From an optimization exercise on the open Yosys and OpenROAD flow, aimed at a short achievable clock period and few clock cycles; shortcuts taken in it are not production practice. Only simulation tests tie the RTL to the original design; equivalence was not proved.

**flow/config.mk**
```make
export PLATFORM = sky130hd
export DESIGN_NAME = ccpu_core
export DESIGN_NICKNAME = ccpu_core
export VERILOG_FILES = /design/flow/design.v
export SDC_FILE = /design/flow/constraint.sdc
export NUM_CORES = 4
export LEC_CHECK = 0
export CAP_MARGIN = 20
export CORE_MARGIN = 2
export CORE_UTILIZATION = 30
export PLACE_DENSITY = 0.5
export SLEW_MARGIN = 20
```
**flow/constraint.sdc**
```tcl
create_clock -name core_clock -period 25.0 [get_ports {clk}]
set_input_delay 5.0000 -clock core_clock [delete_from_list [all_inputs] [get_ports {clk}]]
set_output_delay 5.0000 -clock core_clock [all_outputs]
set_load 0.01 [all_outputs]
```
**flow/design.v**
```verilog
module ccpu_core (
    input             clk,
    input             rst,             
    input      [24:0] imem_len,        
    input             max_steps_en,    
    input      [31:0] max_steps,       
    output     [23:0] imem_addr,
    input      [31:0] imem_rdata,
    output     [7:0]  dmem_addr,
    output            dmem_we,
    output     [31:0] dmem_wdata,
    input      [31:0] dmem_rdata,
    output            commit_valid,
    output     [23:0] commit_pc,
    output     [4:0]  commit_rd,       
    output     [31:0] commit_wdata,
    output     [1:0]  status,          
    output     [2:0]  fault_cause,
    output     [23:0] fault_pc,
    output     [32:0] fault_info,
    output     [32:0] pc,
    output     [31:0] retired
);
    localparam S_FETCH = 2'd0, S_EXEC = 2'd1, S_MEM = 2'd2, S_DIV = 2'd3;
    localparam ST_RUN = 2'd0, ST_END = 2'd1, ST_LIMIT = 2'd2, ST_FAULT = 2'd3;
    localparam C_ILLEGAL_OPCODE = 3'd1, C_ILLEGAL_REG = 3'd2, C_DIV_ZERO = 3'd3,
               C_MEM_RANGE = 3'd4, C_MISALIGNED = 3'd5;
    localparam SH_DSS = 3'd0, SH_DSI = 3'd1, SH_DS = 3'd2, SH_DI = 3'd3, SH_I = 3'd4;
    localparam OP_ADD  = 8'h01, OP_MUL  = 8'h02, OP_MULH = 8'h03, OP_DIV  = 8'h04,
               OP_REM  = 8'h05, OP_SLT  = 8'h09, OP_SLTS = 8'h0A, OP_SEQZ = 8'h0B,
               OP_AND  = 8'h21, OP_OR   = 8'h22, OP_XOR  = 8'h23, OP_NOT  = 8'h24,
               OP_SLL  = 8'h29, OP_SRL  = 8'h2A, OP_SRA  = 8'h2B,
               OP_ADDI = 8'h81, OP_SLTI = 8'h89, OP_SLTSI = 8'h8A, OP_LUI = 8'h91,
               OP_LLI  = 8'h92, OP_ANDI = 8'hA1, OP_ORI  = 8'hA2, OP_XORI = 8'hA3,
               OP_SLLI = 8'hA9, OP_SRLI = 8'hAA, OP_SRAI = 8'hAB,
               OP_LB   = 8'hC1, OP_LH   = 8'hC2, OP_LW   = 8'hC3,
               OP_SB   = 8'hC9, OP_SH   = 8'hCA, OP_SW   = 8'hCB,
               OP_BEQ  = 8'hE1, OP_BNEQ = 8'hE2, OP_BLT  = 8'hE3, OP_BLE  = 8'hE4,
               OP_BLTS = 8'hE5, OP_BLTES = 8'hE6, OP_JALR = 8'hE9, OP_JAL  = 8'hEA,
               OP_J    = 8'hEB;
    reg [1:0]  state;
    reg [1:0]  status_q;
    reg [32:0] pc_q;
    reg [31:0] retired_q;
    reg [2:0]  fault_cause_q;
    reg [23:0] fault_pc_q;
    reg [32:0] fault_info_q;
    reg [31:0] rf [1:31];
    reg [31:0] div_q;        
    reg [31:0] div_r;        
    reg [4:0]  div_cnt;
    wire [31:0] w   = imem_rdata;
    wire [7:0]  op  = w[31:24];
    wire [7:0]  f1  = w[23:16];
    wire [7:0]  f2  = w[15:8];
    wire [7:0]  f3  = w[7:0];
    wire [15:0] i16 = w[15:0];
    wire [23:0] i24 = w[23:0];
    reg       known;
    reg [2:0] shape;
    always @* begin
        known = 1'b1;
        shape = SH_DSS;
        case (op)
            OP_ADD, OP_MUL, OP_MULH, OP_DIV, OP_REM, OP_SLT, OP_SLTS,
            OP_AND, OP_OR, OP_XOR, OP_NOT, OP_SLL, OP_SRL, OP_SRA:
                shape = SH_DSS;
            OP_SEQZ:
                shape = SH_DS;
            OP_ADDI, OP_SLTI, OP_SLTSI, OP_ANDI, OP_ORI, OP_XORI,
            OP_SLLI, OP_SRLI, OP_SRAI, OP_LB, OP_LH, OP_LW, OP_SB, OP_SH, OP_SW,
            OP_BEQ, OP_BNEQ, OP_BLT, OP_BLE, OP_BLTS, OP_BLTES, OP_JALR:
                shape = SH_DSI;
            OP_LUI, OP_LLI, OP_JAL:
                shape = SH_DI;
            OP_J:
                shape = SH_I;
            default:
                known = 1'b0;
        endcase
    end
    wire bad_f1 = (shape != SH_I) && (f1 >= 8'd32);
    wire bad_f2 = ((shape == SH_DSS) || (shape == SH_DSI)) ? (f2 >= 8'd32) :
                  (shape == SH_DS) ? (i16 >= 16'd32) : 1'b0;
    wire bad_f3 = (shape == SH_DSS) && (f3 >= 8'd32);
    wire bad_reg = bad_f1 || bad_f2 || bad_f3;
    wire [32:0] bad_reg_info = bad_f1 ? {17'd1, 8'd0, f1} :
                               bad_f2 ? ((shape == SH_DS) ? {17'd2, i16} : {17'd2, 8'd0, f2}) :
                                        {17'd3, 8'd0, f3};
    wire [4:0] ra_idx = (shape == SH_DS) ? i16[4:0] : f2[4:0];
    wire [4:0] rb_idx = (shape == SH_DSS) ? f3[4:0] : f1[4:0];
    wire [31:0] ra = (ra_idx == 5'd0) ? 32'd0 : rf[ra_idx];
    wire [31:0] rb = (rb_idx == 5'd0) ? 32'd0 : rf[rb_idx];
    wire [31:0] zx8 = {24'd0, f3};
    wire [31:0] sx8 = {{24{f3[7]}}, f3};
    wire        imm_op  = op[7];
    wire [31:0] alu_b   = imm_op ? ((op == OP_ADDI || op == OP_SLTSI) ? sx8 : zx8) : rb;
    wire        sh_big  = |alu_b[31:5];
    wire [4:0]  sh_amt  = alu_b[4:0];
    wire [31:0] sll_res = sh_big ? 32'd0 : (ra << sh_amt);
    wire [31:0] srl_res = sh_big ? 32'd0 : (ra >> sh_amt);
    wire [31:0] sra_mag = 32'd0 - ra;
    wire [31:0] sra_msh = sh_big ? 32'd0 : (sra_mag >> sh_amt);
    wire [31:0] sra_res = ra[31] ? (32'd0 - sra_msh) : srl_res;
    wire [15:0] mul_lo  = ra[15:0] * rb[15:0];
    wire        lt_u    = ra < alu_b;
    wire        lt_s    = $signed(ra) < $signed(alu_b);
    reg [31:0] alu_res;
    always @* begin
        case (op)
            OP_ADD, OP_ADDI:   alu_res = ra + alu_b;
            OP_MUL:            alu_res = {16'd0, mul_lo};
            OP_MULH:           alu_res = {mul_lo, 16'd0};
            OP_SLT, OP_SLTI:   alu_res = {31'd0, lt_u};
            OP_SLTS, OP_SLTSI: alu_res = {31'd0, lt_s};
            OP_SEQZ:           alu_res = {31'd0, ra == 32'd0};
            OP_AND, OP_ANDI:   alu_res = ra & alu_b;
            OP_OR, OP_ORI:     alu_res = ra | alu_b;
            OP_XOR, OP_XORI:   alu_res = ra ^ alu_b;
            OP_NOT:            alu_res = ~ra;
            OP_SLL, OP_SLLI:   alu_res = sll_res;
            OP_SRL, OP_SRLI:   alu_res = srl_res;
            OP_SRA, OP_SRAI:   alu_res = sra_res;
            OP_LUI:            alu_res = {i16, rb[15:0]};
            OP_LLI:            alu_res = {rb[31:16], i16};
            default:           alu_res = {8'd0, pc_q[23:0]};    
        endcase
    end
    reg br_taken;
    always @* begin
        case (op)
            OP_BEQ:           br_taken = (rb == ra);
            OP_BNEQ:          br_taken = (rb != ra);
            OP_BLT:           br_taken = (rb < ra);
            OP_BLE:           br_taken = (rb <= ra);
            OP_BLTS, OP_BLTES: br_taken = ($signed(rb) < $signed(ra));
            default:          br_taken = 1'b0;
        endcase
    end
    wire [31:0] jalr_src = ((f1[4:0] == f2[4:0]) && (f1[4:0] != 5'd0)) ? {8'd0, pc_q[23:0]} : ra;
    reg [32:0] next_pc;
    always @* begin
        next_pc = pc_q + 33'd4;
        case (op)
            OP_BEQ, OP_BNEQ, OP_BLT, OP_BLE, OP_BLTS, OP_BLTES:
                if (br_taken) next_pc = {25'd0, f3};
            OP_JALR: next_pc = {1'b0, jalr_src} + {25'd0, f3} + 33'd4;
            OP_JAL:  next_pc = {17'd0, i16};
            OP_J:    next_pc = {9'd0, i24};
            default: ;
        endcase
    end
    wire is_load  = (op == OP_LB) || (op == OP_LH) || (op == OP_LW);
    wire is_store = (op == OP_SB) || (op == OP_SH) || (op == OP_SW);
    wire [31:0] mem_off = (op == OP_LB || op == OP_SB) ? zx8 : sx8;
    wire [32:0] ea = {1'b0, ra} + {1'b0, mem_off};
    wire        ea_bad = |ea[32:8];
    reg [31:0] st_data;
    always @* begin
        case (op)
            OP_SB:   st_data = {24'd0, rb[7:0]};
            OP_SH:   st_data = {16'd0, rb[15:0]};
            default: st_data = rb;
        endcase
    end
    reg [31:0] ld_data;
    always @* begin
        case (op)
            OP_LB:   ld_data = {24'd0, dmem_rdata[7:0]};
            OP_LH:   ld_data = {16'd0, dmem_rdata[15:0]};
            default: ld_data = dmem_rdata;
        endcase
    end
    wire is_div = (op == OP_DIV) || (op == OP_REM);
    wire [32:0] div_shift = {div_r, div_q[31]};
    wire [32:0] div_diff  = div_shift - {1'b0, rb};
    wire        div_bit   = ~div_diff[32];
    wire [31:0] div_r_n   = div_bit ? div_diff[31:0] : div_shift[31:0];
    wire [31:0] div_q_n   = {div_q[30:0], div_bit};
    wire [31:0] div_res   = (op == OP_REM) ? div_r_n : div_q_n;
    wire writes_rd = !(is_store || op == OP_J ||
                       op == OP_BEQ || op == OP_BNEQ || op == OP_BLT ||
                       op == OP_BLE || op == OP_BLTS || op == OP_BLTES);
    wire [4:0] rd = writes_rd ? f1[4:0] : 5'd0;
    wire running = (status_q == ST_RUN);
    wire fetch_end   = (pc_q >= {8'd0, imem_len});
    wire fetch_limit = max_steps_en && (retired_q >= max_steps);
    wire fetch_mis   = (pc_q[1:0] != 2'b00);
    wire exec_fault_div = is_div && (rb == 32'd0);
    wire exec_fault_mem = (is_load || is_store) && ea_bad;
    reg        commit;
    reg [31:0] commit_val;
    always @* begin
        commit     = 1'b0;
        commit_val = alu_res;
        if (running) begin
            case (state)
                S_EXEC: commit = known && !bad_reg && !exec_fault_div && !exec_fault_mem &&
                                 !is_load && !is_div;
                S_MEM: begin
                    commit     = 1'b1;
                    commit_val = ld_data;
                end
                S_DIV: begin
                    commit     = (div_cnt == 5'd31);
                    commit_val = div_res;
                end
                default: ;
            endcase
        end
    end
    always @(posedge clk) begin
        if (rst) begin
            state         <= S_FETCH;
            status_q      <= ST_RUN;
            pc_q          <= 33'd0;
            retired_q     <= 32'd0;
            fault_cause_q <= 3'd0;
            fault_pc_q    <= 24'd0;
            fault_info_q  <= 33'd0;
            div_q         <= 32'd0;
            div_r         <= 32'd0;
            div_cnt       <= 5'd0;
        end else if (running) begin
            case (state)
                S_FETCH: begin
                    if (fetch_end) begin
                        status_q <= ST_END;
                    end else if (fetch_limit) begin
                        status_q <= ST_LIMIT;
                    end else if (fetch_mis) begin
                        status_q      <= ST_FAULT;
                        fault_cause_q <= C_MISALIGNED;
                        fault_pc_q    <= pc_q[23:0];
                        fault_info_q  <= pc_q;
                    end else begin
                        state <= S_EXEC;
                    end
                end
                S_EXEC: begin
                    if (!known) begin
                        status_q      <= ST_FAULT;
                        fault_cause_q <= C_ILLEGAL_OPCODE;
                        fault_pc_q    <= pc_q[23:0];
                        fault_info_q  <= {25'd0, op};
                    end else if (bad_reg) begin
                        status_q      <= ST_FAULT;
                        fault_cause_q <= C_ILLEGAL_REG;
                        fault_pc_q    <= pc_q[23:0];
                        fault_info_q  <= bad_reg_info;
                    end else if (exec_fault_div) begin
                        status_q      <= ST_FAULT;
                        fault_cause_q <= C_DIV_ZERO;
                        fault_pc_q    <= pc_q[23:0];
                        fault_info_q  <= 33'd0;
                    end else if (exec_fault_mem) begin
                        status_q      <= ST_FAULT;
                        fault_cause_q <= C_MEM_RANGE;
                        fault_pc_q    <= pc_q[23:0];
                        fault_info_q  <= ea;
                    end else if (is_load) begin
                        state <= S_MEM;
                    end else if (is_div) begin
                        state   <= S_DIV;
                        div_q   <= ra;
                        div_r   <= 32'd0;
                        div_cnt <= 5'd0;
                    end else begin
                        state <= S_FETCH;
                    end
                end
                S_MEM: begin
                    state <= S_FETCH;
                end
                S_DIV: begin
                    div_q   <= div_q_n;
                    div_r   <= div_r_n;
                    div_cnt <= div_cnt + 5'd1;
                    if (div_cnt == 5'd31)
                        state <= S_FETCH;
                end
            endcase
            if (commit) begin
                pc_q      <= next_pc;
                retired_q <= retired_q + 32'd1;
            end
        end
    end
    integer i;
    always @(posedge clk) begin
        if (rst) begin
            for (i = 1; i < 32; i = i + 1)
                rf[i] <= 32'd0;
        end else if (commit && rd != 5'd0) begin
            rf[rd] <= commit_val;
        end
    end
    assign imem_addr    = pc_q[23:0];
    assign dmem_addr    = ea[7:0];
    assign dmem_we      = running && (state == S_EXEC) && commit && is_store;
    assign dmem_wdata   = st_data;
    assign commit_valid = commit;
    assign commit_pc    = pc_q[23:0];
    assign commit_rd    = rd;
    assign commit_wdata = commit_val;
    assign status       = status_q;
    assign fault_cause  = fault_cause_q;
    assign fault_pc     = fault_pc_q;
    assign fault_info   = fault_info_q;
    assign pc           = pc_q;
    assign retired      = retired_q;
endmodule
```
**flow/run.sh**
```bash
#!/bin/bash
# synth_recipe.tcl (not shown) runs the flow's synth.tcl, then flattens the netlist and writes it again
# the make line also repeats each setting of config.mk as NAME=value (left out here)
make -C /OpenROAD-flow-scripts/flow DESIGN_CONFIG=/design/flow/config.mk WORK_HOME=/design/flow/orfs CLKGATE_MAP_FILE= SYNTH_SCRIPT=/design/flow/synth_recipe.tcl finish
```
==> impl_metrics.tcl <==
set metrics [dict create \
    status "finished clean" \
    cp_data_arrival_time_ns 18.77 \
    peakVddDrop_mv 0.1505 \
    drive_gt1_frac 0.1108 \
    drt-initial-drc-count 18330 \
    cts-htree-levels 4 \
    grt_pass1_vias 95100 \
    r2r_cells 33 \
    core-area_sq_um 314500 \
    endpoint_kind "output port" \
    place_congestion 1.057 \
    path_buf_inv 9 \
    post_cts_resized 0 \
    synth_edf_count 1024 \
    portBuffers 377 \
    cts_hold_buf 0 \
    post_cts_buffers 0 \
    crit_required_ns 20.00 \
    synth_area_leader_cell "edfxtp_1" \
    grt_first_pass_wirelength_um 880500 \
    die_y_um 565.7 \
    p_int_mw 4.756 \
    min_path_type "flip-flop to flip-flop" \
    cts.sinks 1222 \
    synthToLayoutAreaGrowth_pct 16.80 \
    syn_area_per_cell_sq_um 8.494 \
    placed_area_sq_um 105300 \
    maxCapViolations 0 \
    crit_cells 39 \
    vias 104100 \
    yosysSeqAreaShare 0.3668 \
    skew_ns 0.09799 \
    drtAntennaViolNets 0 \
    antenna_found_initial 89 \
    wirelength_um 670100 \
    fin_nets 11840 \
    syn_inst 11140 \
    finalMaxSlewViolations 0 \
    postLayoutCellArea_sq_um 110500 \
    yosysMostFrequentCell "nor2_1" \
    hold_viol_final 0 \
    fp-row-count 206 \
    start_util 0.3010 \
    dieArea_sq_um 320000 \
    path_class "input port to output port" \
    synth_common_cells "1540 x nor2_1, 1076 x nand2_1, 1024 x edfxtp_1" \
    start_kind "input port" \
    path_max_fanout 114 \
    grt_setup_unrepaired "no" \
    drt-wirelength-per-cell_um 42.86 \
    yosysWarnings 1 \
    sw_frac_of_total 0.4294 \
    powerDensity_nw_per_um2 75.39 \
    ys_top_cells_by_area "edfxtp_1 32%, nor2_1 6.1%, ha_1 4.3%" \
    root_buffer "clkbuf_16" \
    leakage_nw 41.08 \
    slew-limit-headroom 0.08565 \
    period_share 0.9509 \
    slowest_stage "clkdlybuf4s50_1" \
    period_needed_ns 23.77 \
    synth.top_cell.area_share 0.3249 \
    critPathMostFrequentCell "o21ai_0" \
    switchingPower_mw 3.579 \
    die_w_um 565.7 \
    whs_ns 0.4678 \
    setup_violations 0 \
    ys_seq_elements 1222 \
    grt_use_total 0.4032 \
    place_hpwl_um 484600 \
    holdPathStages 2 \
    cts_tree "done" \
    clk_latency_ns 0.92 \
    path_clk_slew_ns 0.06 \
    critPathMaxStageDelay_ns 1.00 \
    cts.path.max_buffers 4 \
    synth-main-ff-cell "edfxtp_1" \
    p_total_mw 8.334 \
    seq_power_share 0.283 \
    grt_max_degree 115 \
    crit_family "compound AO/OA/AOI/OAI gates" \
    worst_pin_slew_ns 1.372 \
    cts_made_buffers 159 \
    fmax_mhz 42.07 \
    grt_overflow 0 \
    utilization 0.3515 \
    clkPwrFrac 0.285 \
    vias_per_cell 6.661 \
    async_flop_share 0 \
    netlist_area_sq_um 94640 \
    yosysUniqueCellTypes 119 \
    first_pass_iters 10 \
    comb_power_share 0.432 \
    final.setup.tns_ns 0 \
    route.detailed.drc 0 \
    num_io_pins 378 \
]
[placed cells by master (no fill, tap or decap), drive strengths merged, types with 70 or more instances in the layout]
cell type	instances
clkinv	70
o21ai	576
xor2	74
inv	390
nor4	107
clkdlybuf4s50	368
edfxtp	1024
a31oi	189
ha	327
and2	285
fa	84
a221oi	89
nand4	109
nor2	1544
a211oi	287
nand3	504
o211ai	93
o221ai	71
nor3	178
buf	606
mux2i	396
nand2b	134
a22oi	104
xnor2	128
clkbuf	189
dfxtp	198
mux2	87
and3	231
a21oi	722
nand2	1078
a21o	95
o22ai	99
[routing by layer]
metal,GRT usage,part of all wire,vias up,routed length [um]
met2,0.5633,0.40,8971,266900
met4,0.2650,0.077,58,51740
li1,-,-,41300,-
met5,0,0.00068,-,456
met3,0.1483,0.14,1971,92240
met1,0.5174,0.39,51840,258800
[tightest hold or removal path, stage by stage, from the launching register on]
cell,delay (ns)
dfxtp_1,0.32
nand2_1,0.06
a21oi_1,0.05
[cell families (layout without fill, tap and decap cells)]
group,count (synthesis),count (layout),synth area share
compound gates,2949,2949,0.2067
simple gates,4414,4414,0.2180
flops,1222,1222,0.3668
fa+ha+maj,412,412,0.06110
xor+xnor,202,202,0.01869
buf+inv,1397,1643,0.06166
other cells,1,86,0.00003962
mux,545,545,0.06699
[flip-flops by register name (all words and copies together) (netlist names)]
signal / cells
state: 2
fault_pc_q: 24
retired_q: 32
status_q: 2
fault_cause_q: 3
fault_info_q: 33
pc_q: 33
div_r: 32
div_q: 32
div_cnt: 5
rf: 1024
[power by group through the flow]
stage / combinational [mW] / sequential (mW) / clock [mW]
2_1_floorplan: 1.81 / 2.37 / 0
3_3_place_gp: 3.50 / 2.40 / 0
3_5_place_dp: 3.44 / 2.40 / 0
4_1_cts: 3.47 / 2.36 / 2.37
5_1_grt: 3.72 / 2.37 / 2.44
6_report: 3.60 / 2.36 / 2.37
[stage by stage]
step	instances	worst slack [ns]
2_1_floorplan	11170	5.235
6_report	15630	1.229
3_5_place_dp	15300	1.593
5_1_grt	15590	1.081
4_1_cts	15580	1.580
3_3_place_gp	15290	1.677
[final cells by class]
type                            count  area, sq um
Clock buffer                      185         4138
Timing Repair Buffer              978         8482
Sequential cell                  1222        34710
Clock inverter                     94        943.4
Inverter                          386         1450
Multi-Input combinational cell   8554        55480
Antenna cell                       54        135.1
Tap cell                         4160         5205
Fill cell                       32460       203900
[final timing paths]
kind                   from          endpoint  slack [ns]
min reg2reg        div_q[7]          div_q[7]        0.47
max          imem_rdata[24]  commit_wdata[10]        1.23
min                div_q[7]          div_q[7]        0.47
max reg2reg       rf[29][1]         rf[27][2]       13.30
Testbench counts, summed over its fixed seeds: cycles 144,642.

-- static timing again, ports no longer ideal --
The results above use ideal ports. As a check the final layout listed here was re-extracted and re-timed, cells and wires unchanged. Step 1 assumes that a clkbuf_16 drives the clock port and a buf_2 every other input. Step 2 times the ports against the registers' clock, not the clock port: input delays grow and output delays shrink by t, the midpoint of the rising clock arrivals with the driver on. Three values: no drivers, after step 1, after step 2; two values: the first two.
shift t [ns]: 0.988
setup WS [ns]: 1.229 / 1.148 / 1.148
worst setup path at the end: input to output
clock arrival spread, ns: 0.098 / 0.098
After both steps this run still meets setup and hold. For this run, drivers alone change the setup slack by -0.081 ns; drivers and shift together by -0.081 ns.
